Source: an optimization exercise on an open RTL-to-GDS flow (aim: small area, a short achievable clock period and few clock cycles). Production flows keep margins and buffers that such runs may drop.
In this exercise RTL edits were held to simulation tests only and were not proved equivalent to the original.
Power figures rest on the tool's default switching activity, not on a simulated workload.

File: flow/run.sh
#!/bin/bash
# The standard layout, except that the I/O ports are buffered with
# sky130_fd_sc_hd__buf_2 cells instead of the delay buffers that buffer_ports
# picks by default. Every port still gets its own buffer.
set -euo pipefail
export BUFFER_PORTS_ARGS="-buffer_cell sky130_fd_sc_hd__buf_2"
bash standard.sh > standard_flow.log 2>&1
File: design.v
module nbc_stream_enc (
    input  wire        clk,
    input  wire        rst,
    input  wire        cmd_valid,
    output wire        cmd_ready,
    input  wire [31:0] cmd_count,
    input  wire [1:0]  cmd_mode,
    input  wire [63:0] cmd_acc,
    input  wire        in_valid,
    output wire        in_ready,
    input  wire [63:0] in_data,
    output wire        out_valid,
    input  wire        out_ready,
    output wire [63:0] out_data,
    output wire [3:0]  out_nbytes,
    output wire        out_last
);
    localparam MODE_DELTA = 2'd1;
    localparam MODE_XOR   = 2'd2;
    integer j, i;
    reg        active;       
    reg [31:0] rem;          
    reg [2:0]  gpos;         
    reg        i_v, i_c, i_x, i_e, i_l;
    reg [2:0]  i_pos;
    reg [63:0] i_d;
    reg [1:0]  mode;
    reg [63:0] acc;          
    reg        i_sub;        
    reg        i_xor;        
    reg        gopen;        
    reg [15:0] nz_acc;       
    reg [6:0]  m_acc;
    reg        pend_full;
    reg [15:0] pend_nz;      
    reg [4:0]  pend_n;       
    reg [7:0]  pend_m;
    reg        pend_last;    
    reg [63:0] sd [0:8];
    reg [8:0]  tv, tc, tf, tz;
    reg        noop;         
    reg [135:0] nbuf;        
    reg [5:0]   cnt;         
    reg         fin;         
    reg [3:0]   lnb;         
    reg [4:0]   blk_n;       
    reg [6:0]   bm;          
    reg         blk_last;    
    reg  [5:0]  hl;          
    assign out_valid  = cnt[5] | cnt[4] | fin;
    assign out_last   = fin & (cnt == 6'd16);
    assign out_data   = nbuf[63:0];
    assign out_nbytes = lnb;
    wire xfer = out_valid & out_ready;
    wire v0 = tv[0];
    wire c0 = tc[0];
    wire f0 = tf[0];
    wire head_noop = noop;
    reg  lt16;               
    reg  ok2;                
    reg  blk_pre;            
    wire head_go = head_noop | lt16 | (out_ready & ok2);
    wire blocked = blk_pre & ~(v0 & f0);
    wire step    = head_go & (i_v | ~gopen);
    wire mv      = step & i_v & ~blocked;
    wire pk      = step & ~head_noop;
    reg  in_ra, in_rb, cmd_ra, cmd_rb;
    assign cmd_ready = cmd_ra | (cmd_rb & out_ready);
    assign in_ready  = in_ra | (in_rb & out_ready);
    wire s8_free  = ~i_v | mv;
    wire cmd_fire = cmd_valid & ~active & s8_free;
    wire in_fire  = in_valid & active & s8_free;
    wire last_v   = (rem == 32'd1);
    wire [63:0] acc_m = acc & {64{i_sub | i_xor}};
    wire [63:0] dif   = i_d - acc;
    wire [63:0] t_val = i_sub ? dif : (i_d ^ acc_m);
    wire [63:0] bw    = dif ^ i_d ^ acc;
    reg [15:0] nzt;
    always @(*)
        for (i = 0; i < 16; i = i + 1)
            if (i_sub && i > 0 && bw[4*i])
                nzt[i] = (i_d[4*i +: 4] != acc[4*i +: 4] + 4'd1);
            else
                nzt[i] = (i_d[4*i +: 4] != acc_m[4*i +: 4]);
    wire zt = (i_d == acc_m);
    wire [15:0] nz_new = (i_x ? 16'd0 : nz_acc) | nzt;
    reg  [7:0]  m_full;
    always @(*)
        for (j = 0; j < 8; j = j + 1)
            m_full[j] = (j < i_pos) ? m_acc[j] : ((j == i_pos) ? zt : 1'b1);
    reg [4:0] n_enc;
    always @(*) begin
        n_enc = 5'd0;
        for (i = 0; i < 16; i = i + 1)
            if (pend_nz[i]) n_enc = i + 1;
    end
    wire [4:0] n_use = f0 ? pend_n : blk_n;
    wire       z0    = f0 ? pend_m[0] : bm[0];
    wire       more  = f0 ? ~&pend_m[7:1] : ~&bm[6:1];
    wire [5:0] len   = f0 ? (6'd4 + {1'b0, (pend_m[0] ? 5'd0 : pend_n)}) : hl;
    wire [3:0] q     = cnt[3:0];
    wire [5:0] tot0  = {2'b00, q} + len;
    wire       pad   = ~c0 & ~more & tot0[0];
    wire [5:0] tot   = tot0 + {5'd0, pad};
    wire       fin_set = c0 ? tz[0] : ((f0 ? pend_last : blk_last) & ~more);
    wire [79:0]  app   = f0 ? {sd[0], pend_m, 3'b000, pend_n} : {16'd0, sd[0]};
    wire       bm_n0 = (v0 & ~c0) ? (f0 ? pend_m[1] : bm[1]) : bm[0];
    wire [4:0] bn_n  = (v0 & f0) ? pend_n : blk_n;
    wire [5:0] hl_n  = tc[1] ? 6'd8 : (bm_n0 ? 6'd0 : {1'b0, bn_n});
    wire [135:0] app_s = {56'd0, app} << {q, 2'b00};
    wire [135:0] base  = xfer ? {64'd0, nbuf[135:64]} : nbuf;
    wire [5:0]   bcnt  = xfer ? cnt - 6'd16 : cnt;
    wire         bfin  = fin & ~(xfer & out_last);
    wire [5:0]   tot_r = (tot[3:0] == 4'd0) ? tot : {tot[5:4] + 2'd1, 4'd0};
    reg [5:0] cnt_n;
    reg       fin_n;
    always @(*) begin
        if (pk) begin
            cnt_n = fin_set ? tot_r : tot;
            fin_n = fin_set;
        end else begin
            cnt_n = bcnt;
            fin_n = bfin;
        end
    end
    wire take   = cmd_fire | in_fire;
    wire i_v_n  = take | (i_v & ~mv);
    wire i_c_n  = take ? cmd_fire : i_c;
    wire i_e_n  = take ? ((gpos == 3'd7) | last_v) : i_e;
    wire pf_n   = (mv & ~i_c & i_e) | (pend_full & ~(step & v0 & f0));
    wire act_n  = cmd_fire ? (cmd_count != 32'd0) : (active & ~(in_fire & last_v));
    wire v0_n   = step ? tv[1] : tv[0];
    wire f0_n   = step ? tf[1] : tf[0];
    wire noop_n = step ? (~tv[1] | (~tc[1] & ~tf[1] & bm_n0)) : noop;
    wire lt16_n = ~cnt_n[5] & ~cnt_n[4];
    wire ok2_n  = fin_n ? (cnt_n == 6'd16) : ~cnt_n[5];
    wire bpre_n = i_v_n & ~i_c_n & i_e_n & pf_n;
    wire blk_n_ = bpre_n & ~(v0_n & f0_n);
    wire ra_n   = ~i_v_n | (~blk_n_ & (noop_n | lt16_n));
    wire rb_n   = ~blk_n_ & ok2_n;
    always @(posedge clk) begin
        if (cmd_fire) begin
            rem  <= cmd_count;
            gpos <= 3'd0;
            mode <= cmd_mode;
        end else if (in_fire) begin
            rem  <= rem - 32'd1;
            gpos <= ((gpos == 3'd7) | last_v) ? 3'd0 : gpos + 3'd1;
        end
        if (cmd_fire | in_fire) begin
            i_d   <= cmd_fire ? {32'd0, cmd_count} : in_data;
            i_c   <= cmd_fire;
            i_x   <= cmd_fire ? (cmd_count == 32'd0) : (gpos == 3'd0);
            i_e   <= (gpos == 3'd7) | last_v;
            i_l   <= last_v;
            i_pos <= gpos;
            i_sub <= ~cmd_fire & (mode == MODE_DELTA);
            i_xor <= ~cmd_fire & (mode == MODE_XOR);
        end
        if (cmd_fire)
            acc <= cmd_acc;
        else if (mv & ~i_c)
            acc <= i_d;
        pend_n <= n_enc;
        if (mv & ~i_c) begin
            if (i_e) begin
                pend_nz   <= nz_new;
                pend_m    <= m_full;
                pend_last <= i_l;
            end else begin
                nz_acc       <= nz_new;
                m_acc[i_pos] <= zt;
            end
        end
        if (step) begin
            for (j = 0; j < 8; j = j + 1)
                sd[j] <= sd[j+1];
            sd[8] <= t_val;
            tc <= {i_c, tc[8:1]};
            tf <= {~i_c & i_x, tf[8:1]};
            tz <= {i_c & i_x, tz[8:1]};
        end
        if (step & v0 & ~c0) begin
            if (f0) begin
                bm       <= pend_m[7:1];
                blk_n    <= pend_n;
                blk_last <= pend_last;
            end else begin
                bm <= {1'b1, bm[6:1]};
            end
        end
        if (pk & fin_set)
            lnb <= (tot[3:0] == 4'd0) ? 4'd8 : {1'b0, tot[3:1]};
        if (pk)
            nbuf <= (c0 ? 136'd0 : base) | app_s;
        else
            nbuf <= base;
        if (rst) begin
            active    <= 1'b0;
            i_v       <= 1'b0;
            gopen     <= 1'b0;
            pend_full <= 1'b0;
            tv        <= 9'd0;
            noop      <= 1'b1;
            hl        <= 6'd0;
            in_ra     <= 1'b0;
            in_rb     <= 1'b0;
            cmd_ra    <= 1'b1;
            cmd_rb    <= 1'b0;
            cnt       <= 6'd0;
            fin       <= 1'b0;
            lt16      <= 1'b1;
            ok2       <= 1'b1;
            blk_pre   <= 1'b0;
        end else begin
            active <= act_n;
            in_ra  <= act_n & ra_n;
            in_rb  <= act_n & rb_n;
            cmd_ra <= ~act_n & ra_n;
            cmd_rb <= ~act_n & rb_n;
            i_v <= cmd_fire | in_fire | (i_v & ~mv);
            if (mv & ~i_c)
                gopen <= ~i_e;
            if (mv & ~i_c & i_e)
                pend_full <= 1'b1;
            else if (step & v0 & f0)
                pend_full <= 1'b0;
            if (step) begin
                tv   <= {mv, tv[8:1]};
                noop <= noop_n;
                hl   <= hl_n;
            end
            cnt     <= cnt_n;
            fin     <= fin_n;
            lt16    <= lt16_n;
            ok2     <= ok2_n;
            blk_pre <= bpre_n;
        end
    end
endmodule
File: config.mk
export PLATFORM = sky130hd
export DESIGN_NAME = nbc_stream_enc
export DESIGN_NICKNAME = nbc_stream_enc
export VERILOG_FILES = /design/flow/design.v
export SDC_FILE = /design/flow/constraint.sdc
export NUM_CORES = 4
export LEC_CHECK = 0
export ABC_CLOCK_PERIOD_IN_PS = 3600
export CAP_MARGIN = 5
export CORE_MARGIN = 2
export CORE_UTILIZATION = 40
export CTS_CLUSTER_DIAMETER = 110
export CTS_CLUSTER_SIZE = 25
export SETUP_SLACK_MARGIN = 4.6
export SLEW_MARGIN = 5
export TNS_END_PERCENT = 20
File: standard.sh
#!/bin/bash
# synth_recipe.tcl (not shown) runs the flow's synth.tcl, then flattens the netlist and writes it again
# the make line also repeats each setting of config.mk as NAME=value (left out here)
make -C /OpenROAD-flow-scripts/flow DESIGN_CONFIG=/design/flow/config.mk WORK_HOME=/design/flow/orfs CLKGATE_MAP_FILE= SYNTH_SCRIPT=/design/flow/synth_recipe.tcl "${@:-finish}"
File: constraint.sdc
create_clock -name core_clock -period 8.0 [get_ports {clk}]
set_input_delay 1.6000 -clock core_clock [delete_from_list [all_inputs] [get_ports {clk}]]
set_output_delay 1.6000 -clock core_clock [all_outputs]
set_load 0.01 [all_outputs]
==> implementation parameters, run 1 <==
Parameter                              Value

Status
  Result of the run    finished clean

Timing
  Fin. max-slew vios    0
  Aggregate negative setup slack    0 ns
  Final hold violations    0
  Transition time at the pin with the least slew margin    1.19 ns
  Final setup violating endpoints    0
  Final period demand of the worst path    3.66 ns
  Setup repair after global routing missed its margin    true
  Period Utilization, post-route    45.8%
  Hold_ws    0.416 ns
  Upper clock frequency limit    273 MHz
  Worst-case headroom to the max-slew limit    20.3%
  Clock tree skew after final layout    0.0525 ns

Placed design
  Area after detailed placement    0.0495 mm^2
  Detailed placement HPWL    80300 um
  Weighted congestion at the end of routability-driven global placement    0.901
  Post-Place Cells    5639
  Input/output buffers    238

Setup path
  Worst endpoint data arrival time    2.06 ns
  Endpoint class of the critical path    output pin
  Highest fanout seen on the critical path    3
  Critical path required time    6.40 ns
  Critical path startpoint category    primary input
  Origin of the worst setup path    out_ready
  Worst reg2reg startpoint    i_d[0]
  Reg-to-reg slack, setup    4.39 ns
  Critical path type    in2out

Logic synthesis
  Synthesized instance count    4138
  Area share of the largest cell type after synthesis    52.9%
  Sequential element share of the synthesized area    60.5%
  Total nets after synthesis    4405
  Avg Cell Area, Syn    11.5 um^2
  Fraction of registers with async set/reset    0%
  Syn. warnings    3
  Post-Synthesis Cell Area    0.0475 mm^2
  Top flip-flop cell by instance count after synthesis    edfxtp_1
  Top-count cell post-synth    edfxtp_1
  Number of distinct library cells after synthesis    88
  Flip-flop and latch count after synthesis    1016
  Synth top area cells    edfxtp_1, dfxtp_1, nand2_1
  Post-synth EDFFs    837
  Synth top cells by count    edfxtp_1, nand2_1, a21oi_1
  Synth area leader    edfxtp_1

Finish
  Final instance count without filler cells    5892
  Core utilization of the finished layout    45.3%
  Layout-stage area growth over the synthesis result    12.6%
  Share of cells above drive strength 1    16.3%
  Number of antenna cells inserted    0
  Fin area    0.0535 mm^2
  Final-stage net count    4596
  Number of fill cells in the layout    10900

Drt
  First DRT Iteration DRCs    2725
  Routed met3 length    6280 um
  Iteration count of the initial detailed-routing pass    6
  Total wire length after detailed routing    118000 um
  Wire length on met1    52700 um
  # DRC    0
  Routed vias/inst    5.34
  Top Metal Used    met5
  Routed wire length per instance    20.0 um
  Post-route antenna net violation count    0
  Met2 routed wirelength    54700 um
  Via count    31500

Power
  Maximum VDD drop    0.000148 V
  Switching power    4420 uW
  Part of the total power dissipated in combinational logic    24.9%
  PwrDens    269 mW/mm^2
  Internal power contribution    9940 uW
  Part of the power in registers    55.3%
  Switching share of power    30.8%
  Clock share of power    19.8%
  Leakage power summed over all cells    0.0202 uW

Clocking
  Maximum count of clock buffers along a single path    3
  Number of buffers added by the clock tree synthesis step    48
  Clock input transition at the sequential cells of the worst setup and hold paths    0.09 ns
  Root buf cell    clkbuf_16
  Clock tree sinks    1016
  Hold Buf Count CTS    0
  H-tree depth reported by CTS    2
  Clock tree from TritonCTS    done
  Clock latency at the later pin of the worst-skew pair    0.68 ns

Global routing
  Number of global-route vias before repair    28900
  Antenna violations before repair    1
  Largest net degree at the start of global routing    136
  GR Util All Layers    18.2%
  Wire length of the first global-routing pass    173000 um
  Remaining global-route overflow    0

Floorplanning
  Initial standard-cell utilization of the core    40.3%
  I/O pin count    239
  Chip width    349 um
  # rows    126
  Die Y    349 um
  Core area    0.118 mm^2
  Total die area    0.122 mm^2

Hold path
  Hold Path Class    reg2reg
  Startpoint of the lowest-slack hold path    sd[5][34]

Flow run
  Number of maximum-capacitance constraint violations    0
## cells by family (layout without fill, tap and decap cells)
family | after synthesis | after routing | share of synthesized area, %
muxes | 267 | 267 | 5.77
adders and majority gates | 100 | 100 | 2.67
buffers and inverters | 414 | 628 | 3.84
DFF | 1016 | 1016 | 60.5
and+or+nand+nor | 1226 | 1230 | 11.3
xor gates and xnor gates | 263 | 263 | 4.85
AOI/OAI and AO/OA | 852 | 852 | 11.1
## layout by cell type (no fill, tap or decap), drive strengths merged, types with 21 or more instances in the layout
| cell type | n |
|---|---|
| mux2i | 212 |
| nor2 | 241 |
| ha | 98 |
| inv | 114 |
| nand3 | 53 |
| o221ai | 21 |
| buf | 430 |
| a21o | 62 |
| nor3 | 67 |
| nand4 | 34 |
| a31oi | 47 |
| o21ai | 226 |
| xnor2 | 174 |
| o22ai | 60 |
| and2 | 46 |
| mux2 | 55 |
| nand2 | 665 |
| xor2 | 89 |
| dfxtp | 179 |
| o32ai | 31 |
| clkbuf | 74 |
| edfxtp | 837 |
| a21oi | 258 |
## worst paths after layout
kind | endpoint | cells after the start
setup / recovery | cmd_ready | 3
hold / removal | sd[4][34] | 0
setup reg to reg | sd[8][62] | 16
hold reg to reg | sd[4][34] | 0
## per-layer routing
metal  GRT usage, %  up-vias
met4           6.33        2
met3           2.12      187
met5              0        -
met1           25.6    15100
li1               -    15300
met2           29.3      944
## power groups by stage
stage / Combinational (uW) / Clock (uW) / Sequential [uW]
6_report: 3570 / 2850 / 7940
5_1_grt: 3870 / 3100 / 8090
4_1_cts: 3250 / 2930 / 7980
3_5_place_dp: 3120 / 0 / 8100
3_3_place_gp: 3100 / 0 / 8070
2_1_floorplan: 2400 / 0 / 7740
## registers in the layout, indices dropped and copies added (netlist names), 8 cells and up
name	flops
nz_acc	16
pend_nz	16
sd	576
tv	9
i_d	64
tz	9
tc	9
nbuf	136
acc	64
rem	32
tf	9
pend_m	8
## layout make-up
cell class,instances,area (um^2),share of cell area (%)
Clock buffer,68,1280,2.39
Clock inverter,9,151,0.283
Inverter,111,454,0.849
Multi-Input combinational cell,2712,17800,33.4
Sequential cell,1016,28700,53.7
Tap cell,1536,1920,3.59
Timing Repair Buffer,439,3090,5.78
Timing Repair inverter,1,11.3,0.0211
## worst max-delay path, cell delays in order
cell and delay [ns]:
buf_12 0.10, a21o_4 0.23, buf_6 0.12
## what timing repair did
action | in CTS | in global routing
cloned | 6 | 7
resized for setup | 49 | 181
setup buffers | 19 | 144
setup endpoints to repair | 719 | 599
pin swaps | 17 | 63
## stage by stage
stage	total power (uW)	worst slack, ns
floorplan	10100	3.98
finish	14400	4.34
detailed placement	11200	3.03
global placement	11200	3.10
CTS	14200	4.22
global route	15100	4.26
Testbench counts, summed over its fixed seeds: cycles 15,253.
==> run 2: changes to the inputs <==
--- a/config.mk
+++ b/config.mk
@@ -12,5 +12,5 @@
 export CTS_CLUSTER_DIAMETER = 110
 export CTS_CLUSTER_SIZE = 25
-export SETUP_SLACK_MARGIN = 4.6
+export SETUP_SLACK_MARGIN = 4.4
 export SLEW_MARGIN = 5
-export TNS_END_PERCENT = 20
+export TNS_END_PERCENT = 10
==> implementation parameters, run 2 <==
Parameter                              Value

Timing
  Setup repair after global routing missed its margin    true
  Aggregate negative setup slack    0 ns
  Final period demand of the worst path    3.76 ns
  Worst-case headroom to the max-slew limit    20.6%
  Upper clock frequency limit    266 MHz
  Clock tree skew after final layout    0.0485 ns
  Period Utilization, post-route    47.0%
  Fin. max-slew vios    0
  Final hold violations    0
  Final setup violating endpoints    0
  Transition time at the pin with the least slew margin    1.19 ns

Global routing
  GR Util All Layers    18.2%
  Remaining global-route overflow    0
  Number of global-route vias before repair    28800
  Wire length of the first global-routing pass    173000 um
  Antenna violations before repair    1
  Largest net degree at the start of global routing    168

Finish
  Register with the highest flop count    sd
  Leading cell types in the layout, fill and taps excluded    edfxtp_1, nand2_1, a21oi_1
  Number of antenna cells inserted    0
  Number of fill cells in the layout    11000
  Share of cells above drive strength 1    13.9%
  Number of flip-flops under the largest register name    576
  Layout-stage area growth over the synthesis result    10.4%
  Most common library cell in the layout ignoring fill and taps    edfxtp_1
  Registers with the most flip-flops    sd: 576 flops, nbuf: 136 flops
  Final-stage net count    4532

Setup path
  Critical path startpoint category    primary input
  Critical path required time    6.40 ns
  Depth of the most critical reg-to-reg path    7
  Highest fanout seen on the critical path    6
  Reg-to-reg slack, setup    4.36 ns
  Worst endpoint data arrival time    2.16 ns
  Endpoint class of the critical path    output pin
  Worst reg2reg startpoint    cnt[0]
  Critical path type    in2out
  Capture point of the worst reg-to-reg path    nbuf[62]

Logic synthesis
  Top flip-flop cell by instance count after synthesis    edfxtp_1
  Number of distinct library cells after synthesis    88
  Top-count cell post-synth    edfxtp_1
  Post-synth EDFFs    837
  Area share of the largest cell type after synthesis    52.9%
  Total nets after synthesis    4405
  Synth area leader    edfxtp_1
  Flip-flop and latch count after synthesis    1016
  Syn. warnings    3
  Synth top cells by count    edfxtp_1, nand2_1, a21oi_1
  Sequential element share of the synthesized area    60.5%
  Fraction of registers with async set/reset    0%
  Avg Cell Area, Syn    11.5 um^2
  Synthesized instance count    4138
  Post-Synthesis Cell Area    0.0475 mm^2
  Synth top area cells    edfxtp_1, dfxtp_1, nand2_1

Clocking
  Clock tree sinks    1016
  H-tree depth reported by CTS    2
  Number of buffers added by the clock tree synthesis step    48
  Clock input transition at the sequential cells of the worst setup and hold paths    0.09 ns
  Maximum count of clock buffers along a single path    3
  Clock latency at the later pin of the worst-skew pair    0.68 ns
  Root buf cell    clkbuf_16
  Clock tree from TritonCTS    done

Drt
  Total wire length after detailed routing    115000 um
  Top Metal Used    met5
  Post-route antenna net violation count    0
  Routed wire length per instance    19.8 um
  Met2 routed wirelength    53500 um
  Via count    31100
  Routed met3 length    6200 um
  # DRC    0
  Wire length on met1    51700 um
  Routed vias/inst    5.33
  Iteration count of the initial detailed-routing pass    6
  First DRT Iteration DRCs    2783

Placed design
  Detailed placement HPWL    80300 um
  Input/output buffers    238
  Weighted congestion at the end of routability-driven global placement    0.901

Flow run
  Number of maximum-capacitance constraint violations    0

Power
  Switching share of power    30.7%
  PwrDens    271 mW/mm^2
  Switching power    4360 uW
  Maximum VDD drop    0.000146 V
  Part of the total power dissipated in combinational logic    24.1%
  Clock share of power    20.0%
  Part of the power in registers    55.9%
  Total power of the final layout    14200 uW
  Leakage power summed over all cells    0.0197 uW
  Internal power contribution    9860 uW

Floorplanning
  Total die area    0.122 mm^2
  I/O pin count    239
  Core area    0.118 mm^2
  Initial standard-cell utilization of the core    40.3%
  # rows    126
  Die Y    349 um
  Chip width    349 um

Hold path
  Hold Path Class    reg2reg
  Hold-critical path endpoint    sd[4][34]
  Startpoint of the lowest-slack hold path    sd[5][34]
  Cell depth of the worst hold path    0

Status
  Result of the run    finished clean
-- run 2: cell counts after synthesis --
No cell type changed its count.
-- run 2: worst max path at each step --
| stage | start | end | slack [ns] | depth (start not counted) |
|---|---|---|---|---|
| detailed placement | out_ready | sd[5][28] | 3.03 | 7 |
| finish | out_ready | in_ready | 4.24 | 3 |
| global placement | out_ready | sd[5][28] | 3.10 | 7 |
| global route | cnt[0] | nbuf[62] | 4.21 | 7 |
| floorplan | out_ready | sd[0][0] | 3.98 | 5 |
| CTS | acc[1] | sd[8][63] | 4.22 | 13 |
-- run 2: final cells by class --
| type | instances | area, um^2 | share of cell area, % |
|---|---|---|---|
| Sequential cell | 1016 | 28700 | 54.8 |
| Multi-Input combinational cell | 2712 | 17500 | 33.4 |
| Timing Repair Buffer | 375 | 2400 | 4.57 |
| Tap cell | 1536 | 1920 | 3.66 |
| Clock buffer | 68 | 1280 | 2.43 |
| Inverter | 111 | 452 | 0.861 |
| Clock inverter | 9 | 151 | 0.289 |
| Timing Repair inverter | 1 | 11.3 | 0.0215 |
-- run 2: cells by family (layout without fill, tap and decap cells) --
| logic type | count (synthesis) | count (layout) | synth area share, % |
|---|---|---|---|
| buffers and inverters | 414 | 564 | 3.84 |
| AO/OA/AOI/OAI | 852 | 852 | 11.1 |
| flip-flops | 1016 | 1016 | 60.5 |
| AND/OR/NAND/NOR | 1226 | 1230 | 11.3 |
| XOR/XNOR | 263 | 263 | 4.85 |
| adder cells (fa/ha/maj) | 100 | 100 | 2.67 |
| multiplexers | 267 | 267 | 5.77 |
-- run 2: repair_timing --
item | in CTS | in global routing
gates resized for setup | 40 | 90
pin swaps | 8 | 33
endpoints found under the setup margin | 491 | 481
gates cloned | 5 | 3
hold buffers | 0 | 0
setup buffers | 14 | 90
-- run 2: critical path, cell delays in order --
cell and delay [ns]:
buf_4 0.16, a21o_1 0.24, buf_2 0.16
-- run 2: power by group through the flow --
stage	logic, uW	clock network [uW]	registers, uW
after floorplan	2400	0	7740
after global placement	3100	0	8070
after detailed placement	3120	0	8100
after CTS	3230	2930	7980
after global routing	3730	3100	8100
final	3430	2840	7950
-- run 2: per-layer routing --
metal  vias up  track usage, %
li1      15100               -
met1     14900            25.6
met2       889            29.3
met3       159            2.08
met4         2            5.99
met5         -               0
-- run 2: metrics by stage --
step	hold slack [ns]	instances	utilization (%)	cell area (um^2)	worst slack, ns
6_report	0.414	5828	44.5	52500	4.24
5_1_grt	0.419	5828	44.5	52500	4.21
4_1_cts	0.406	5735	43.6	51400	4.22
3_5_place_dp	0.405	5639	42.0	49500	3.03
3_3_place_gp	0.400	5639	42.0	49500	3.10
2_1_floorplan	0.400	4138	-	47600	3.98
==> run 3: changes to the inputs <==
--- a/config.mk
+++ b/config.mk
@@ -12,5 +12,5 @@
 export CTS_CLUSTER_DIAMETER = 110
 export CTS_CLUSTER_SIZE = 25
-export SETUP_SLACK_MARGIN = 4.4
+export SETUP_SLACK_MARGIN = 4.8
 export SLEW_MARGIN = 5
 export TNS_END_PERCENT = 10
==> implementation parameters, run 3 <==
Parameter                              Value

Logic synthesis
  Area share of the largest cell type after synthesis    52.9%
  Post-Synthesis Cell Area    0.0475 mm^2
  Fraction of registers with async set/reset    0%
  Synth top cells by count    edfxtp_1, nand2_1, a21oi_1
  Avg Cell Area, Syn    11.5 um^2
  Top-count cell post-synth    edfxtp_1
  Synth area leader    edfxtp_1
  Flip-flop and latch count after synthesis    1016
  Top flip-flop cell by instance count after synthesis    edfxtp_1
  Post-synth EDFFs    837
  Syn. warnings    3
  Synthesized instance count    4138
  Sequential element share of the synthesized area    60.5%
  Number of distinct library cells after synthesis    88
  Synth top area cells    edfxtp_1, dfxtp_1, nand2_1
  Total nets after synthesis    4405

Setup path
  Worst endpoint data arrival time    2.07 ns
  Slowest cell on the critical path    a21o_4
  Critical Path, Cell by Cell    buf_12 -> a21o_4 -> buf_6
  Buf/Inv on CP    2
  Top Family by Delay on Critical Path    compound AO/OA/AOI/OAI gates
  Critical path type    in2out
  Endpoint class of the critical path    output pin
  Critical path startpoint category    primary input
  Critical path required time    6.40 ns
  Highest cell delay on the worst timing path    0.23 ns
  Highest fanout seen on the critical path    4

Drt
  First DRT Iteration DRCs    2683
  Routed wire length per instance    20.0 um
  Iteration count of the initial detailed-routing pass    6
  # DRC    0
  Routed vias/inst    5.34
  Via count    31600
  Post-route antenna net violation count    0
  Total wire length after detailed routing    118000 um

Power
  Maximum VDD drop    0.000149 V
  Leakage power summed over all cells    0.0203 uW
  PwrDens    268 mW/mm^2

Finish
  Fin area    0.0539 mm^2
  Share of cells above drive strength 1    17.4%
  Footprint of the multi-input gates    0.0180 mm^2
  Number of flip-flops under the largest register name    576
  Most common library cell in the layout ignoring fill and taps    edfxtp_1
  Register with the highest flop count    sd
  Area taken by flip-flops and latches    0.0287 mm^2
  Final-stage net count    4624
  Leading cell types in the layout, fill and taps excluded    edfxtp_1, nand2_1, a21oi_1
  Number of fill cells in the layout    10900
  Core utilization of the finished layout    45.7%
  Registers with the most flip-flops    sd: 576 flops, nbuf: 136 flops
  Layout-stage area growth over the synthesis result    13.6%

Timing
  Final hold violations    0
  Final setup violating endpoints    0
  Upper clock frequency limit    273 MHz
  Final period demand of the worst path    3.67 ns
  Worst-case headroom to the max-slew limit    19.2%
  Aggregate negative setup slack    0 ns
  Fin. max-slew vios    0
  Period Utilization, post-route    45.9%
  Transition time at the pin with the least slew margin    1.21 ns
  Setup repair after global routing missed its margin    true
  Clock tree skew after final layout    0.0517 ns

Status
  Result of the run    finished clean

Clocking
  H-tree depth reported by CTS    2
  Root buf cell    clkbuf_16
  Clock input transition at the sequential cells of the worst setup and hold paths    0.09 ns
  Clock tree sinks    1016
  Number of buffers added by the clock tree synthesis step    48
  Hold Buf Count CTS    0
  Clock latency at the later pin of the worst-skew pair    0.68 ns
  Maximum count of clock buffers along a single path    3
  Clock tree from TritonCTS    done

Floorplanning
  Die Y    349 um
  Chip width    349 um
  Total die area    0.122 mm^2
  Core area    0.118 mm^2
  Initial standard-cell utilization of the core    40.3%
  I/O pin count    239
  # rows    126

Hold path
  Hold Path Class    reg2reg

Flow run
  Number of maximum-capacitance constraint violations    0

Global routing
  Remaining global-route overflow    0
  Number of global-route vias before repair    29000
  Busiest layer in global routing    met2
  GR Util All Layers    18.3%
  Largest net degree at the start of global routing    136
  Global routing usage on met2    29.6%
  Antenna violations before repair    1
  Global-route track usage on met3    2.08%
  Wire length of the first global-routing pass    174000 um
  GRT met1 Usage    25.7%

Placed design
  Input/output buffers    238
  Detailed placement HPWL    80300 um
  Weighted congestion at the end of routability-driven global placement    0.901
  Area after detailed placement    0.0495 mm^2
==> run 3: cell types whose count changed in the layout (fill, tap and decap cells not counted), moves of 5 or more <==
cell,change
and3_4,+5
a21oi_2,+7
ha_4,+15
nand2_2,+5
ha_1,-14
nand2_1,-6
o21ai_2,+7
buf_4,+76
a21oi_1,-8
buf_12,+9
o21ai_0,-11
==> run 3: kinds of logic after synthesis <==
family / count (synthesis) / share of synthesized area [%]
mux: 267 / 5.77
flops: 1016 / 60.5
buf+inv: 414 / 3.84
compound gates: 852 / 11.1
simple gates: 1226 / 11.3
xor+xnor: 263 / 4.85
fa+ha+maj: 100 / 2.67
==> run 3: power breakdown <==
part	internal (uW)	switching (uW)	total, uW
logic	1490	2190	3680
clock network	1200	1640	2850
registers	7320	625	7940
total	10000	4460	14500
==> run 3: worst reg2reg max path, cell delays in order (launching register included) <==
cell	delay, ns
edfxtp_1	0.44
buf_4	0.16
buf_6	0.12
clkinv_4	0.05
fa_2	0.23
nor2b_4	0.05
o31a_1	0.31
o31ai_4	0.27
buf_4	0.18
a21oi_2	0.07
o21ai_4	0.28
a31oi_4	0.18
a211oi_2	0.37
o21ai_2	0.16
a21oi_2	0.17
and4bb_2	0.23
nor3_1	0.05
==> run 3: layout make-up <==
type                    instances  share of cell area, %
repair buffers                466                   6.19
multi-input cells            2712                   33.4
flip-flops and latches       1016                   53.3
diodes                          1                0.00464
clock inverters                 9                  0.281
clock buffers                  68                   2.37
repair inverters                2                 0.0418
inverters                     111                  0.861
well taps                    1536                   3.56
==> run 3: per-stage QoR <==
step / std cells / setup WS, ns / hold WS (ns) / power, uW
detailed placement: 5639 / 3.03 / 0.405 / 11200
global route: 5920 / 4.32 / 0.419 / 15200
CTS: 5748 / 4.33 / 0.406 / 14200
global placement: 5639 / 3.10 / 0.400 / 11200
floorplan: 4138 / 3.98 / 0.400 / 10100
finish: 5921 / 4.33 / 0.412 / 14500
==> run 3: per-layer routing <==
metal	routed length, um	up-vias
met5	12	-
met4	3830	2
met3	6270	168
met2	55200	963
met1	52900	15100
li1	-	15300
==> run 3: path summary, 6_finish.rpt <==
| kind | from | to | slack [ns] | cells past startpoint |
|---|---|---|---|---|
| max | out_ready | in_ready | 4.33 | 3 |
| min | sd[5][34] | sd[4][34] | 0.41 | 0 |
| max reg2reg | i_d[1] | sd[8][62] | 4.45 | 16 |
| min reg2reg | sd[5][34] | sd[4][34] | 0.41 | 0 |
==> run 3: what timing repair did <==
action,in CTS,in global routing
pin swaps,23,60
setup buffers,26,164
endpoints found under the setup margin,862,746
endpoints found under the hold margin,0,0
resized for setup,78,205
cloned,6,8
==> run 4: changes to the inputs <==
==> run.sh (new file) <==
#!/bin/bash
# synth_recipe.tcl (not shown) runs the flow's synth.tcl, then flattens the netlist and writes it again
# the make line also repeats each setting of config.mk as NAME=value (left out here)
make -C /OpenROAD-flow-scripts/flow DESIGN_CONFIG=/design/flow/config.mk WORK_HOME=/design/flow/orfs CLKGATE_MAP_FILE= SYNTH_SCRIPT=/design/flow/synth_recipe.tcl finish
--- a/config.mk
+++ b/config.mk
@@ -12,5 +12,5 @@
 export CTS_CLUSTER_DIAMETER = 110
 export CTS_CLUSTER_SIZE = 25
-export SETUP_SLACK_MARGIN = 4.8
+export SETUP_SLACK_MARGIN = 4.6
 export SLEW_MARGIN = 5
 export TNS_END_PERCENT = 10
removed: flow/run.sh
removed: standard.sh
==> implementation parameters, run 4 <==
Parameter                              Value

Setup path
  Top Family by Delay on Critical Path    compound AO/OA/AOI/OAI gates
  End of the critical path    sd[8][54]
  Critical path startpoint category    flop
  Worst endpoint data arrival time    4.15 ns
  Number of cells on the critical path    13
  Critical path required time    8.47 ns
  Critical Path, Cell by Cell    ha_1 -> nand3_1 -> nor3_1 -> o31ai_4 -> buf_4 -> a21oi_2 -> o21ai_4 -> a31oi_4 -> nor2b_1 -> nand2_1 -> o21a_1 -> xor2_1 -> a21oi_1
  Capture point of the worst reg-to-reg path    sd[8][54]
  Worst reg2reg startpoint    i_d[7]
  Buf/Inv on CP    1
  Slowest cell on the critical path    edfxtp_1
  Depth of the most critical reg-to-reg path    13
  Highest fanout seen on the critical path    6
  Endpoint class of the critical path    flop
  Reg-to-reg slack, setup    4.32 ns
  Critical path type    reg2reg
  Highest cell delay on the worst timing path    0.52 ns
  Origin of the worst setup path    i_d[7]

Timing
  Period Utilization, post-route    46.0%
  Upper clock frequency limit    271 MHz
  Final hold violations    0
  Aggregate negative setup slack    0 ns
  Worst-case headroom to the max-slew limit    16.8%
  Final period demand of the worst path    3.68 ns
  Transition time at the pin with the least slew margin    1.21 ns
  Setup repair after global routing missed its margin    true
  Final setup violating endpoints    0
  Clock tree skew after final layout    0.0533 ns
  Fin. max-slew vios    0

Clocking
  Root buf cell    clkbuf_16
  Number of buffers added by the clock tree synthesis step    49
  Clock latency at the later pin of the worst-skew pair    0.66 ns
  H-tree depth reported by CTS    2
  Maximum count of clock buffers along a single path    3
  Clock tree sinks    1016
  Clock input transition at the sequential cells of the worst setup and hold paths    0.10 ns
  Clock tree from TritonCTS    done

Global routing
  Remaining global-route overflow    0
  Wire length of the first global-routing pass    173000 um
  Number of global-route vias before repair    28600
  Largest net degree at the start of global routing    209
  Antenna violations before repair    0
  GR Util All Layers    18.2%

Floorplanning
  Total die area    0.122 mm^2
  # rows    126
  Core area    0.118 mm^2
  Chip width    349 um
  Die Y    349 um
  I/O pin count    239
  Initial standard-cell utilization of the core    40.3%

Logic synthesis
  Synth Area in Simple Gates    11.3%
  Total nets after synthesis    4405
  Fraction of registers with async set/reset    0%
  Synth area leader    edfxtp_1
  Top-count cell post-synth    edfxtp_1
  Post-synth EDFFs    837
  Compound-Gate Fraction of Synth Area    11.1%
  Xor and xnor fraction of the mapped netlist area    4.85%
  Synth top area cells    edfxtp_1, dfxtp_1, nand2_1
  Area share of the largest cell type after synthesis    52.9%
  Post-synthesis mux area share    5.77%
  Top flip-flop cell by instance count after synthesis    edfxtp_1
  Syn. warnings    3
  Avg Cell Area, Syn    11.5 um^2
  Synth top cells by count    edfxtp_1, nand2_1, a21oi_1
  Flip-flop and latch count after synthesis    1016
  Synthesized instance count    4138
  Number of distinct library cells after synthesis    88
  Fraction of the mapped netlist area in adder cells    2.67%
  Sequential element share of the synthesized area    60.5%
  Main combinational cell family by area after synthesis    simple AND/OR/NAND/NOR gates
  Post-Synthesis Cell Area    0.0475 mm^2

Drt
  Routed wire length per instance    20.2 um
  Routed vias/inst    5.36
  # DRC    0
  Via count    31400
  Iteration count of the initial detailed-routing pass    6
  First DRT Iteration DRCs    2887
  Total wire length after detailed routing    118000 um
  Post-route antenna net violation count    0

Finish
  Share of cells above drive strength 1    9.48%
  Number of flip-flops under the largest register name    576
  Registers with the most flip-flops    sd: 576 flops, nbuf: 136 flops
  Number of fill cells in the layout    10700
  Final-stage net count    4551
  Register with the highest flop count    sd
  Leading cell types in the layout, fill and taps excluded    edfxtp_1, nand2_1, a21oi_1
  Layout-stage area growth over the synthesis result    14.1%
  Number of antenna cells inserted    0
  Most common library cell in the layout ignoring fill and taps    edfxtp_1
  Fin area    0.0542 mm^2

Power
  Maximum VDD drop    0.000156 V
  Switching power    4390 uW
  Part of the total power dissipated in combinational logic    25.1%
  PwrDens    267 mW/mm^2
  Part of the power in registers    55.0%
  Switching share of power    30.3%
  Clock share of power    19.9%
  Leakage power summed over all cells    0.0199 uW
  Internal power contribution    10100 uW

Placed design
  Weighted congestion at the end of routability-driven global placement    0.881
  Input/output buffers    238
  Area after detailed placement    0.0507 mm^2
  Detailed placement HPWL    79700 um

Status
  Result of the run    finished clean

Hold path
  Hold Path Class    reg2reg

Flow run
  Number of maximum-capacitance constraint violations    0
-- run 4: cell types whose count changed in the layout (fill, tap and decap cells not counted), moves of 7 or more --
cell             previous run  this run
buf_4                     194       126
a21oi_1                   241       248
ha_1                       68        79
ha_4                       18         6
o21ai_2                    11         4
o21ai_0                   203       214
buf_2                     235         0
clkdlybuf4s50_1             0       233
-- run 4: layer usage --
layer | global-route usage, % | up-vias | share of wire, %
met1 | 25.7 | 15000 | 45
met4 | 4.95 | 0 | 3.1
met5 | 0 | - | 0
met3 | 2.25 | 157 | 5.5
met2 | 29.7 | 1033 | 47
li1 | - | 15200 | -
-- run 4: layout make-up --
cell class | instances | area (um^2) | share of cell area [%]
inverters | 111 | 442 | 0.815
flip-flops and latches | 1016 | 28700 | 53.0
clock inverters | 8 | 106 | 0.196
repair buffers | 395 | 3880 | 7.15
repair inverters | 1 | 8.76 | 0.0162
clock buffers | 74 | 1410 | 2.59
well taps | 1536 | 1920 | 3.55
multi-input cells | 2710 | 17700 | 32.7
-- run 4: cells by family after synthesis --
group / Yosys count
AO/OA/AOI/OAI: 852
multiplexers: 267
adder cells (fa/ha/maj): 100
AND/OR/NAND/NOR: 1226
buffers and inverters: 414
flip-flops: 1016
XOR/XNOR: 263
-- run 4: how the worst min path moves through the flow --
| stage | start | end | slack, ns | cells past startpoint |
|---|---|---|---|---|
| after floorplan | i_l | pend_last | 0.40 | 0 |
| after global placement | tc[7] | tc[6] | 0.40 | 0 |
| after detailed placement | sd[1][19] | sd[0][19] | 0.40 | 0 |
| after CTS | sd[4][0] | sd[3][0] | 0.41 | 0 |
| after global routing | sd[4][0] | sd[3][0] | 0.43 | 0 |
| final | sd[4][0] | sd[3][0] | 0.41 | 0 |
-- run 4: through the flow --
stage	util, %	setup slack, ns	hold WS (ns)	instances	total power [uW]
after global routing	46.0	4.18	0.427	5851	15200
final	46.0	4.32	0.412	5851	14500
after floorplan	-	3.98	0.400	4138	10100
after detailed placement	43.0	2.34	0.405	5637	11400
after global placement	43.0	2.40	0.401	5637	11400
after CTS	44.6	4.05	0.409	5738	14300
-- run 4: power by group through the flow --
stage | Sequential [uW] | Combinational [uW] | Clock (uW)
after global placement | 8080 | 3270 | 0
after global routing | 8100 | 3910 | 3170
final | 7960 | 3630 | 2880
after detailed placement | 8110 | 3290 | 0
after CTS | 7980 | 3340 | 2990
after floorplan | 7740 | 2400 | 0
-- run 4: what timing repair did --
| item | CTS | global route |
|---|---|---|
| hold buffers | 0 | 0 |
| setup buffers | 17 | 106 |
| cloned | 2 | 7 |
| pin swaps | 9 | 45 |
| resized for setup | 53 | 141 |
| setup endpoints to repair | 1077 | 241 |
==> run 5: changes to the inputs <==
--- a/design.v
+++ b/design.v
@@ -47,5 +47,4 @@
     reg [6:0]   bm;          
     reg         blk_last;    
-    reg  [5:0]  hl;          
     assign out_valid  = cnt[5] | cnt[4] | fin;
     assign out_last   = fin & (cnt == 6'd16);
@@ -68,7 +67,6 @@
     assign cmd_ready = cmd_ra | (cmd_rb & out_ready);
     assign in_ready  = in_ra | (in_rb & out_ready);
-    wire s8_free  = ~i_v | mv;
-    wire cmd_fire = cmd_valid & ~active & s8_free;
-    wire in_fire  = in_valid & active & s8_free;
+    wire cmd_fire = cmd_valid & cmd_ready;
+    wire in_fire  = in_valid & in_ready;
     wire last_v   = (rem == 32'd1);
     wire [63:0] acc_m = acc & {64{i_sub | i_xor}};
@@ -98,5 +96,5 @@
     wire       z0    = f0 ? pend_m[0] : bm[0];
     wire       more  = f0 ? ~&pend_m[7:1] : ~&bm[6:1];
-    wire [5:0] len   = f0 ? (6'd4 + {1'b0, (pend_m[0] ? 5'd0 : pend_n)}) : hl;
+    wire [5:0] len   = c0 ? 6'd8 : ({1'b0, f0, 2'b00} + {1'b0, (z0 ? 5'd0 : n_use)});
     wire [3:0] q     = cnt[3:0];
     wire [5:0] tot0  = {2'b00, q} + len;
@@ -106,6 +104,4 @@
     wire [79:0]  app   = f0 ? {sd[0], pend_m, 3'b000, pend_n} : {16'd0, sd[0]};
     wire       bm_n0 = (v0 & ~c0) ? (f0 ? pend_m[1] : bm[1]) : bm[0];
-    wire [4:0] bn_n  = (v0 & f0) ? pend_n : blk_n;
-    wire [5:0] hl_n  = tc[1] ? 6'd8 : (bm_n0 ? 6'd0 : {1'b0, bn_n});
     wire [135:0] app_s = {56'd0, app} << {q, 2'b00};
     wire [135:0] base  = xfer ? {64'd0, nbuf[135:64]} : nbuf;
@@ -203,5 +199,4 @@
             tv        <= 9'd0;
             noop      <= 1'b1;
-            hl        <= 6'd0;
             in_ra     <= 1'b0;
             in_rb     <= 1'b0;
@@ -229,5 +224,4 @@
                 tv   <= {mv, tv[8:1]};
                 noop <= noop_n;
-                hl   <= hl_n;
             end
             cnt     <= cnt_n;
==> flow/run.sh (new file) <==
#!/bin/bash
# The standard layout with two changes:
#  - synthesis runs the standard synthesis script (synth_recipe.tcl), except
#    that ABC maps the logic with its default script instead of ORFS's speed
#    script (no gate up-sizing or buffering during synthesis; the layout's
#    timing repair sizes what the timing needs). Registers are not touched by
#    ABC, so they are the standard synthesis's, with the same names and cells.
#  - the I/O ports are buffered with sky130_fd_sc_hd__buf_2 cells instead of
#    the delay buffers buffer_ports picks by default. Every port still gets
#    its own buffer.
# All tool output goes to standard_flow.log here and to ORFS's per-step logs
# under orfs/logs.
set -euo pipefail
W=$(pwd)
export BUFFER_PORTS_ARGS="-buffer_cell sky130_fd_sc_hd__buf_2"
{
  echo 'proc abc {args} { set i [lsearch -exact $args -script]; if {$i >= 0} { set args [lreplace $args $i [expr {$i + 1}]] }; yosys abc {*}$args }'
  cat synth_recipe.tcl
} > my_synth.tcl
sed "s#SYNTH_SCRIPT=[^ ]*#SYNTH_SCRIPT=$W/my_synth.tcl#" standard.sh > my_standard.sh
grep -q "SYNTH_SCRIPT=$W/my_synth.tcl" my_standard.sh
bash my_standard.sh > standard_flow.log 2>&1
==> standard.sh (new file) <==
#!/bin/bash
# synth_recipe.tcl (not shown) runs the flow's synth.tcl, then flattens the netlist and writes it again
# the make line also repeats each setting of config.mk as NAME=value (left out here)
make -C /OpenROAD-flow-scripts/flow DESIGN_CONFIG=/design/flow/config.mk WORK_HOME=/design/flow/orfs CLKGATE_MAP_FILE= SYNTH_SCRIPT=/design/flow/synth_recipe.tcl "${@:-finish}"
--- a/config.mk
+++ b/config.mk
@@ -12,5 +12,5 @@
 export CTS_CLUSTER_DIAMETER = 110
 export CTS_CLUSTER_SIZE = 25
-export SETUP_SLACK_MARGIN = 4.6
+export SETUP_SLACK_MARGIN = 4.4
 export SLEW_MARGIN = 5
 export TNS_END_PERCENT = 10
removed: run.sh
==> implementation parameters, run 5 <==
Parameter                              Value

Flow run
  Number of maximum-capacitance constraint violations    0

Setup path
  Buf/Inv on CP    0
  Endpoint class of the critical path    flop
  Top Family by Delay on Critical Path    compound AO/OA/AOI/OAI gates
  Worst endpoint data arrival time    6.27 ns
  Slowest cell on the critical path    edfxtp_1
  Most common cell type on the critical path    o21ai_2
  Reg-to-reg slack, setup    2.14 ns
  Critical path type    reg2reg
  Critical path required time    8.41 ns
  Highest fanout seen on the critical path    3
  Highest cell delay on the worst timing path    0.43 ns
  Critical path startpoint category    flop

Clocking
  Clock latency at the later pin of the worst-skew pair    0.67 ns
  Root buf cell    clkbuf_16
  Number of buffers added by the clock tree synthesis step    48
  Clock tree sinks    1011
  Clock tree from TritonCTS    done
  H-tree depth reported by CTS    2
  Maximum count of clock buffers along a single path    3
  Clock input transition at the sequential cells of the worst setup and hold paths    0.11 ns

Logic synthesis
  Top flip-flop cell by instance count after synthesis    edfxtp_1
  Fraction of the mapped netlist area in adder cells    2.83%
  Avg Cell Area, Syn    11.8 um^2
  Area share of the largest cell type after synthesis    55.5%
  Synth Area in Simple Gates    11.0%
  Synth top area cells    edfxtp_1, dfxtp_1, nand2_1
  Post-synth EDFFs    837
  Xor and xnor fraction of the mapped netlist area    4.45%
  Syn. warnings    3
  Top-count cell post-synth    edfxtp_1
  Sequential element share of the synthesized area    63.2%
  Main combinational cell family by area after synthesis    simple AND/OR/NAND/NOR gates
  Flip-flop and latch count after synthesis    1011
  Total nets after synthesis    4111
  Post-Synthesis Cell Area    0.0453 mm^2
  Synth area leader    edfxtp_1
  Compound-Gate Fraction of Synth Area    10.8%
  Synth top cells by count    edfxtp_1, nand2_1, o21ai_0
  Post-synthesis mux area share    4.37%
  Number of distinct library cells after synthesis    71
  Synthesized instance count    3843
  Fraction of registers with async set/reset    0%

Timing
  Worst-case headroom to the max-slew limit    29.9%
  Setup repair after global routing missed its margin    true
  Period Utilization, post-route    73.2%
  Final period demand of the worst path    5.86 ns
  Upper clock frequency limit    171 MHz
  Clock tree skew after final layout    0.0510 ns
  Aggregate negative setup slack    0 ns
  Final setup violating endpoints    0
  Transition time at the pin with the least slew margin    1.05 ns
  Fin. max-slew vios    0
  Final hold violations    0

Finish
  Final-stage net count    4255
  Most common library cell in the layout ignoring fill and taps    edfxtp_1
  Registers with the most flip-flops    sd: 576 flops, nbuf: 136 flops
  Number of flip-flops under the largest register name    576
  Register with the highest flop count    sd
  Leading cell types in the layout, fill and taps excluded    edfxtp_1, nand2_1, o21ai_0
  Layout-stage area growth over the synthesis result    11.1%
  Share of cells above drive strength 1    15.6%
  Number of antenna cells inserted    0

Status
  Result of the run    finished clean

Power
  Leakage power summed over all cells    0.0187 uW
  Total power of the final layout    15400 uW
  Maximum VDD drop    0.000178 V
  PwrDens    306 mW/mm^2

Placed design
  Detailed placement HPWL    74700 um
  Input/output buffers    238
  Weighted congestion at the end of routability-driven global placement    0.884

Global routing
  Largest net degree at the start of global routing    180
  Antenna violations before repair    1
  Wire length of the first global-routing pass    159000 um
  Remaining global-route overflow    0
  GR Util All Layers    17.6%
  Number of global-route vias before repair    26700

Floorplanning
  Die Y    340 um
  # rows    123
  Initial standard-cell utilization of the core    40.3%
  I/O pin count    239
  Chip width    340 um
  Total die area    0.116 mm^2
  Core area    0.112 mm^2

Drt
  Total wire length after detailed routing    105000 um
  First DRT Iteration DRCs    2259
  # DRC    0
  Routed wire length per instance    19.0 um
  Via count    28300
  Post-route antenna net violation count    0
  Routed vias/inst    5.13
  Iteration count of the initial detailed-routing pass    6

Hold path
  Hold Path Class    reg2reg
[run 5: what timing repair did]
| item | 4_1_cts | 5_1_grt |
|---|---|---|
| gates resized for setup | 79 | 109 |
| gates cloned | 1 | 3 |
| setup buffers | 31 | 29 |
| pin swaps | 23 | 56 |
| endpoints found under the hold margin | 0 | 0 |
| endpoints found under the setup margin | 544 | 583 |
| hold buffers | 0 | 0 |
[run 5: area by class of cell]
cell class,instances,area [um^2]
fill,10400,62100
inverter,109,438
clock inverter,8,98.8
multi-input combinational,2487,15900
timing repair inverter,1,8.76
sequential,1011,28600
clock buffer,66,1300
timing repair buffer,329,2040
tap,1500,1880
[run 5: logic make-up after synthesis]
logic type,after synthesis
compound gates,811
flops,1011
fa+ha+maj,101
simple gates,1157
xor+xnor,230
mux,187
buf+inv,346
[run 5: worst register-to-register path, delay by kind of cell (launching register included)]
family | cells | cell delay (ns)
AOI/OAI and AO/OA | 22 | 3.99
adders and majority gates | 2 | 0.56
DFF | 1 | 0.43
xor gates and xnor gates | 2 | 0.36
and+or+nand+nor | 2 | 0.27
[run 5: path summary, 6_finish.rpt]
| kind | to | depth (start not counted) | from |
|---|---|---|---|
| hold / removal | sd[1][38] | 0 | sd[2][38] |
| hold reg to reg | sd[1][38] | 0 | sd[2][38] |
| setup reg to reg | nz_acc[15] | 28 | acc[0] |
| setup / recovery | nz_acc[15] | 28 | acc[0] |
[run 5: per-stage QoR]
stage               setup WS [ns]  utilization [%]  hold slack [ns]  std cells  instance area (um^2)
global route                 1.90             44.8            0.401       5511                 50300
detailed placement           1.94             42.4            0.405       5373                 47600
floorplan                    2.70                -            0.400       3843                 45400
CTS                          2.14             44.1            0.385       5479                 49500
global placement             2.01             42.4            0.401       5373                 47600
finish                       2.14             44.8            0.380       5511                 50300
[run 5: per-layer routing]
metal | share of wire [%] | GRT usage, %
met5 | 0 | 0
met4 | 3.0 | 5.49
met3 | 4.3 | 1.70
met2 | 47 | 28.7
met1 | 46 | 24.9
[run 5: power by group]
group	leakage, uW	internal (uW)	switching (uW)	total (uW)
clock	0.000675	1160	1620	2780
sequential	0.0101	7800	814	8610
combinational	0.00797	1590	2370	3970
total	0.0187	10600	4810	15400
Testbench counts of run 5, summed over its fixed seeds: cycles 15,253.
==> run 6: changes to the inputs <==
--- a/config.mk
+++ b/config.mk
@@ -12,5 +12,5 @@
 export CTS_CLUSTER_DIAMETER = 110
 export CTS_CLUSTER_SIZE = 25
-export SETUP_SLACK_MARGIN = 4.4
+export SETUP_SLACK_MARGIN = 4.6
 export SLEW_MARGIN = 5
 export TNS_END_PERCENT = 10
==> implementation parameters, run 6 <==
Parameter                              Value

Power
  Total power of the final layout    15400 uW
  Leakage power summed over all cells    0.0188 uW
  PwrDens    305 mW/mm^2
  Maximum VDD drop    0.000179 V

Clocking
  Clock input transition at the sequential cells of the worst setup and hold paths    0.10 ns
  H-tree depth reported by CTS    2
  Clock latency at the later pin of the worst-skew pair    0.67 ns
  Clock tree from TritonCTS    done
  Hold Buf Count CTS    0
  Maximum count of clock buffers along a single path    3
  Clock tree sinks    1011
  Root buf cell    clkbuf_16
  Number of buffers added by the clock tree synthesis step    48

Logic synthesis
  Xor and xnor fraction of the mapped netlist area    4.45%
  Compound-Gate Fraction of Synth Area    10.8%
  Post-synthesis mux area share    4.37%
  Main combinational cell family by area after synthesis    simple AND/OR/NAND/NOR gates
  Synth top cells by count    edfxtp_1, nand2_1, o21ai_0
  Synthesized instance count    3843
  Number of distinct library cells after synthesis    71
  Avg Cell Area, Syn    11.8 um^2
  Flip-flop and latch count after synthesis    1011
  Synth Area in Simple Gates    11.0%
  Fraction of registers with async set/reset    0%
  Total nets after synthesis    4111
  Top flip-flop cell by instance count after synthesis    edfxtp_1
  Synth top area cells    edfxtp_1, dfxtp_1, nand2_1
  Fraction of the mapped netlist area in adder cells    2.83%
  Syn. warnings    3
  Top-count cell post-synth    edfxtp_1
  Post-Synthesis Cell Area    0.0453 mm^2
  Sequential element share of the synthesized area    63.2%
  Synth area leader    edfxtp_1
  Area share of the largest cell type after synthesis    55.5%
  Post-synth EDFFs    837

Finish
  Number of flip-flops under the largest register name    576
  Leading cell types in the layout, fill and taps excluded    edfxtp_1, nand2_1, o21ai_0
  Most common library cell in the layout ignoring fill and taps    edfxtp_1
  Layout-stage area growth over the synthesis result    11.4%
  Register with the highest flop count    sd
  Number of fill cells in the layout    10400
  Final instance count without filler cells    5515
  Registers with the most flip-flops    sd: 576 flops, nbuf: 136 flops
  Number of antenna cells inserted    0
  Final-stage net count    4259
  Fin area    0.0504 mm^2
  Share of cells above drive strength 1    16.1%

Timing
  Upper clock frequency limit    171 MHz
  Post-route setup slack    2.17 ns
  Period Utilization, post-route    72.9%
  Worst-case headroom to the max-slew limit    28.9%
  Clock tree skew after final layout    0.0508 ns
  Fin. max-slew vios    0
  Aggregate negative setup slack    0 ns
  Final hold violations    0
  Final setup violating endpoints    0
  Final period demand of the worst path    5.83 ns
  Setup repair after global routing missed its margin    true
  Transition time at the pin with the least slew margin    1.07 ns

Placed design
  Input/output buffers    238
  Weighted congestion at the end of routability-driven global placement    0.884
  Setup Slack @ Placement    1.94 ns
  Area after detailed placement    0.0476 mm^2
  Detailed placement HPWL    74700 um
  Post-Place Cells    5373

Drt
  Post-route antenna net violation count    0
  Total wire length after detailed routing    104000 um
  Routed wire length per instance    18.9 um
  # DRC    0
  Via count    28200
  Iteration count of the initial detailed-routing pass    5
  Routed vias/inst    5.11
  First DRT Iteration DRCs    2348

Setup path
  Critical path type    reg2reg
  Highest cell delay on the worst timing path    0.43 ns
  Highest fanout seen on the critical path    3
  Most common cell type on the critical path    o21ai_2
  Slowest cell on the critical path    edfxtp_1
  Endpoint class of the critical path    flop
  Critical path required time    8.41 ns
  Worst endpoint data arrival time    6.24 ns
  Critical path startpoint category    flop

Flow run
  Number of maximum-capacitance constraint violations    0

Global routing
  Number of global-route vias before repair    26800
  Remaining global-route overflow    0
  Wire length of the first global-routing pass    160000 um
  Antenna violations before repair    1
  GR Util All Layers    17.7%
  Largest net degree at the start of global routing    180

Floorplanning
  I/O pin count    239
  # rows    123
  Die Y    340 um
  Chip width    340 um
  Core area    0.112 mm^2
  Total die area    0.116 mm^2
  Initial standard-cell utilization of the core    40.3%

Status
  Result of the run    finished clean

Hold path
  Hold Path Class    reg2reg
run 6: cell types whose count changed in the layout (fill, tap and decap cells not counted), moves of 3 or more:
cell     change
a21oi_1      -3
o21ai_2      +4
a21oi_2      +3
buf_6        +4
xor2_1       -3
run 6: cell families (layout without fill, tap and decap cells):
kind of cell | after synthesis | in the layout
AO/OA/AOI/OAI | 811 | 811
XOR/XNOR | 230 | 230
adder cells (fa/ha/maj) | 101 | 101
buffers and inverters | 346 | 517
flip-flops | 1011 | 1011
multiplexers | 187 | 187
AND/OR/NAND/NOR | 1157 | 1158
run 6: worst paths after layout:
| check | slack, ns | cells past startpoint | to | startpoint |
|---|---|---|---|---|
| hold / removal | 0.38 | 0 | sd[1][38] | sd[2][38] |
| setup reg to reg | 2.17 | 28 | nz_acc[15] | acc[0] |
| setup / recovery | 2.17 | 28 | nz_acc[15] | acc[0] |
| hold reg to reg | 0.38 | 0 | sd[1][38] | sd[2][38] |
run 6: per-stage QoR:
| stage | hold WS, ns | utilization, % |
|---|---|---|
| finish | 0.378 | 44.9 |
| global route | 0.401 | 44.9 |
| CTS | 0.385 | 44.2 |
| detailed placement | 0.405 | 42.4 |
| global placement | 0.401 | 42.4 |
| floorplan | 0.400 | - |
run 6: timing repair:
| item | 4_1_cts | 5_1_grt |
|---|---|---|
| setup buffers | 36 | 28 |
| setup endpoints to repair | 626 | 680 |
| gates resized for setup | 101 | 115 |
| pin swaps | 28 | 70 |
| gates cloned | 3 | 1 |
run 6: worst max-delay path: cells and delay by family, from the launching register on:
| kind | cells | cell delay [ns] |
|---|---|---|
| and+or+nand+nor | 2 | 0.27 |
| AOI/OAI and AO/OA | 22 | 3.94 |
| adders and majority gates | 2 | 0.56 |
| xor gates and xnor gates | 2 | 0.36 |
| DFF | 1 | 0.43 |
run 6: routing by layer:
| metal | routed length, um | GRT usage [%] |
|---|---|---|
| met5 | 0 | 0 |
| met3 | 4470 | 1.71 |
| met4 | 2930 | 5.37 |
| met1 | 48200 | 24.9 |
| met2 | 48800 | 29.0 |
run 6: final cells by class:
class,count,area [um^2],share of cell area [%]
timing repair inverter,1,8.76,0.0174
sequential,1011,28600,56.8
tap,1500,1880,3.72
multi-input combinational,2487,16000,31.7
clock inverter,8,98.8,0.196
clock buffer,66,1300,2.58
timing repair buffer,333,2060,4.09
inverter,109,438,0.869
run 6: power by group:
part | switching, uW | internal [uW] | total, uW
sequential | 815 | 7800 | 8610
clock | 1620 | 1160 | 2780
combinational | 2380 | 1610 | 3990
==> run 7: changes to the inputs <==
==> flow/run.sh (replaced) <==
#!/bin/bash
# The standard layout with two changes:
#  - synthesis runs the standard synthesis script (synth_recipe.tcl), except
#    that ABC maps the logic with flow/abc_speed_nosz.script: ORFS's speed
#    script without its final buffer/upsize/dnsize passes (the layout's timing
#    repair sizes what the timing needs). ABC does not touch registers, so
#    they are the standard synthesis's, with the same names and cells.
#  - the I/O ports are buffered with sky130_fd_sc_hd__buf_2 cells instead of
#    the delay buffers buffer_ports picks by default. Every port still gets
#    its own buffer.
# All tool output goes to standard_flow.log here and to ORFS's per-step logs
# under orfs/logs.
set -euo pipefail
W=$(pwd)
export BUFFER_PORTS_ARGS="-buffer_cell sky130_fd_sc_hd__buf_2"
{
  echo "proc abc {args} { set i [lsearch -exact \$args -script]; if {\$i >= 0} { lset args [expr {\$i + 1}] $W/flow/abc_speed_nosz.script }; yosys abc {*}\$args }"
  cat synth_recipe.tcl
} > my_synth.tcl
sed "s#SYNTH_SCRIPT=[^ ]*#SYNTH_SCRIPT=$W/my_synth.tcl#" standard.sh > my_standard.sh
grep -q "SYNTH_SCRIPT=$W/my_synth.tcl" my_standard.sh
bash my_standard.sh > standard_flow.log 2>&1
==> flow/abc_speed_nosz.script (new file) <==
&get -n
&st
&dch
&nf
&st
&syn2
&if -g -K 6
&synch2
&nf
&st
&syn2
&if -g -K 6
&synch2
&nf
&st
&syn2
&if -g -K 6
&synch2
&nf
&st
&syn2
&if -g -K 6
&synch2
&nf
&st
&syn2
&if -g -K 6
&synch2
&nf
&put
topo
stime -c
--- a/config.mk
+++ b/config.mk
@@ -12,5 +12,5 @@
 export CTS_CLUSTER_DIAMETER = 110
 export CTS_CLUSTER_SIZE = 25
-export SETUP_SLACK_MARGIN = 4.6
+export SETUP_SLACK_MARGIN = 4.4
 export SLEW_MARGIN = 5
 export TNS_END_PERCENT = 10
==> implementation parameters, run 7 <==
Parameter                              Value

Finish
  Leading cell types in the layout, fill and taps excluded    edfxtp_1, nand2_1, buf_2
  Number of antenna cells inserted    0
  Final-stage net count    4497
  Most common library cell in the layout ignoring fill and taps    edfxtp_1
  Share of cells above drive strength 1    13.8%
  Number of fill cells in the layout    10700
  Number of flip-flops under the largest register name    576
  Layout-stage area growth over the synthesis result    13.5%
  Register with the highest flop count    sd
  Registers with the most flip-flops    sd: 576 flops, nbuf: 136 flops

Clocking
  Clock input transition at the sequential cells of the worst setup and hold paths    0.09 ns
  Clock tree from TritonCTS    done
  Maximum count of clock buffers along a single path    3
  Clock latency at the later pin of the worst-skew pair    0.67 ns
  Number of buffers added by the clock tree synthesis step    49
  Hold Buf Count CTS    0
  Clock tree sinks    1011
  H-tree depth reported by CTS    2
  Root buf cell    clkbuf_16

Logic synthesis
  Number of distinct library cells after synthesis    66
  Synth area leader    edfxtp_1
  Area share of the largest cell type after synthesis    54.0%
  Sequential element share of the synthesized area    61.5%
  Synthesized instance count    3851
  Syn. warnings    3
  Post-synth EDFFs    837
  Post-Synthesis Cell Area    0.0465 mm^2
  Flip-flop and latch count after synthesis    1011
  Fraction of registers with async set/reset    0%
  Avg Cell Area, Syn    12.1 um^2
  Top flip-flop cell by instance count after synthesis    edfxtp_1
  Synth top area cells    edfxtp_1, dfxtp_1, nand2_1
  Synth top cells by count    edfxtp_1, nand2_1, o21ai_0
  Total nets after synthesis    4119
  Top-count cell post-synth    edfxtp_1

Power
  Leakage power summed over all cells    0.0196 uW
  Maximum VDD drop    0.000177 V
  Switching power    4440 uW
  Clock share of power    19.9%
  Switching share of power    30.5%
  Part of the total power dissipated in combinational logic    24.2%
  PwrDens    276 mW/mm^2
  Part of the power in registers    55.9%
  Internal power contribution    10100 uW

Timing
  Fin. max-slew vios    0
  Clock tree skew after final layout    0.0367 ns
  Upper clock frequency limit    262 MHz
  Period Utilization, post-route    47.7%
  Aggregate negative setup slack    0 ns
  Post-route setup slack    4.18 ns
  Worst-case headroom to the max-slew limit    20.2%
  Final period demand of the worst path    3.82 ns
  Transition time at the pin with the least slew margin    1.19 ns
  Final hold violations    0
  Setup repair after global routing missed its margin    true
  Final setup violating endpoints    0

Drt
  Via count    30700
  Post-route antenna net violation count    0
  Routed vias/inst    5.30
  # DRC    0
  Iteration count of the initial detailed-routing pass    6
  Total wire length after detailed routing    110000 um
  Routed wire length per instance    19.0 um
  First DRT Iteration DRCs    2262

Floorplanning
  # rows    125
  Chip width    345 um
  Core area    0.116 mm^2
  I/O pin count    239
  Die Y    345 um
  Initial standard-cell utilization of the core    40.2%
  Total die area    0.119 mm^2

Setup path
  Critical path startpoint category    primary input
  Critical path type    in2out
  Depth of the most critical reg-to-reg path    15
  Critical path required time    6.40 ns
  Endpoint class of the critical path    output pin
  Worst endpoint data arrival time    2.22 ns
  Highest fanout seen on the critical path    7

Global routing
  Antenna violations before repair    0
  Number of global-route vias before repair    28900
  Remaining global-route overflow    0
  Wire length of the first global-routing pass    167000 um
  Largest net degree at the start of global routing    206
  GR Util All Layers    17.6%

Placed design
  Input/output buffers    238
  Setup Slack @ Placement    2.89 ns
  Detailed placement HPWL    77000 um
  Weighted congestion at the end of routability-driven global placement    0.902

Status
  Result of the run    finished clean

Flow run
  Number of maximum-capacitance constraint violations    0

Hold path
  Cell depth of the worst hold path    0
  Hold Path Class    reg2reg
==> run 7: cell types whose count changed after synthesis, sizes merged, moves of 27 or more <==
cell    change
xnor2      +78
clkbuf    -160
o22ai      +33
xor2       -43
inv       -109
mux2i     +123
a21o       +46
o21ai     -106
nor4b      +28
nand2      +53
clkinv    +122
o32ai      +27
nor2       -79
==> run 7: stage by stage <==
stage / instance area (um^2) / power [uW] / instances / hold WS [ns] / utilization [%]
after global placement: 49600 / 11400 / 5583 / 0.400 / 42.8
after CTS: 51700 / 14500 / 5707 / 0.421 / 44.7
after global routing: 52800 / 15300 / 5792 / 0.421 / 45.6
after floorplan: 46600 / 10400 / 3851 / 0.400 / -
final: 52800 / 14600 / 5792 / 0.420 / 45.6
after detailed placement: 49600 / 11500 / 5583 / 0.405 / 42.8
==> run 7: layout make-up <==
class | instances | area [um^2] | share of cell area, %
tap | 1524 | 1910 | 3.61
clock inverter | 9 | 138 | 0.261
clock buffer | 81 | 1390 | 2.63
inverter | 122 | 489 | 0.926
timing repair inverter | 2 | 32.5 | 0.0616
timing repair buffer | 389 | 2400 | 4.55
multi-input combinational | 2654 | 17800 | 33.7
sequential | 1011 | 28600 | 54.2
==> run 7: what timing repair did <==
item,in CTS,in global routing
setup endpoints to repair,369,271
resized for setup,66,107
pin swaps,14,23
buffers inserted,31,85
gates cloned,3,0
==> run 7: cells by family (layout without fill, tap and decap cells) <==
group	Yosys count	after routing	share of synthesized area, %
mux	294	294	6.50
xor+xnor	265	265	4.99
simple gates	1166	1166	11.1
flops	1011	1011	61.5
fa+ha+maj	101	101	2.75
buf+inv	187	603	2.03
compound gates	827	828	11.1
==> run 7: routing by layer <==
layer,track usage [%],share of wire [%],wire length (um),up-vias
met4,4.96,2.5,2720,0
met2,29.3,47,52200,755
li1,-,-,-,15100
met1,24.7,46,50200,14700
met5,0,0,0,-
met3,1.65,4.6,5020,139
==> run 7: worst paths after layout <==
kind	start	slack (ns)	end
setup reg to reg	tf[0]	4.28	ok2
hold reg to reg	sd[5][6]	0.42	sd[4][6]
hold / removal	sd[5][6]	0.42	sd[4][6]
setup / recovery	out_ready	4.18	in_ready
==> run 7: power by group through the flow <==
stage	Sequential (uW)	Clock (uW)	Combinational [uW]
global placement	8260	0	3160
finish	8140	2890	3520
floorplan	8050	0	2340
CTS	8170	2990	3300
global route	8310	3160	3860
detailed placement	8310	0	3170
==> run 7: critical path: stages <==
cell,delay [ns]
buf_4,0.19
a21o_1,0.24
buf_2,0.18

what the ideal ports hide:
How much do the figures lean on ideal ports? The routed layouts below were timed once more, with nothing changed but the port constraints. Step 1, drivers: a clkbuf_16 drives clk and a buf_2 each remaining input, both assumed. Step 2, shift: input delay + t, output delay - t, t = (earliest + latest rising clock arrival at the registers) / 2. This alone moves slack from input paths to output paths. a / b / c = ideal / step 1 / step 2; a / b = the first two.
run	t, ns	slack for setup (ns)	worst hold slack (ns)	worst setup path after step 2
run 1	0.725	4.337 / 4.242 / 3.808	0.416 / 0.416 / 0.416	input to register
run 2	0.722	4.243 / 4.138 / 3.702	0.414 / 0.414 / 0.414	input to register
run 3	0.726	4.331 / 4.239 / 3.920	0.412 / 0.412 / 0.412	input to register
run 4	0.711	4.316 / 4.251 / 3.741	0.412 / 0.412 / 0.412	input to register
run 5	0.718	2.141 / 2.141 / 2.141	0.380 / 0.380 / 0.380	register to register
run 6	0.720	2.168 / 2.168 / 2.168	0.378 / 0.378 / 0.378	register to register
run 7	0.719	4.181 / 4.156 / 3.668	0.420 / 0.420 / 0.420	input to register
After both steps every run listed still meets setup and hold. For run 4, which loses most, drivers alone change the setup slack by -0.065 ns; drivers and shift together by -0.575 ns.
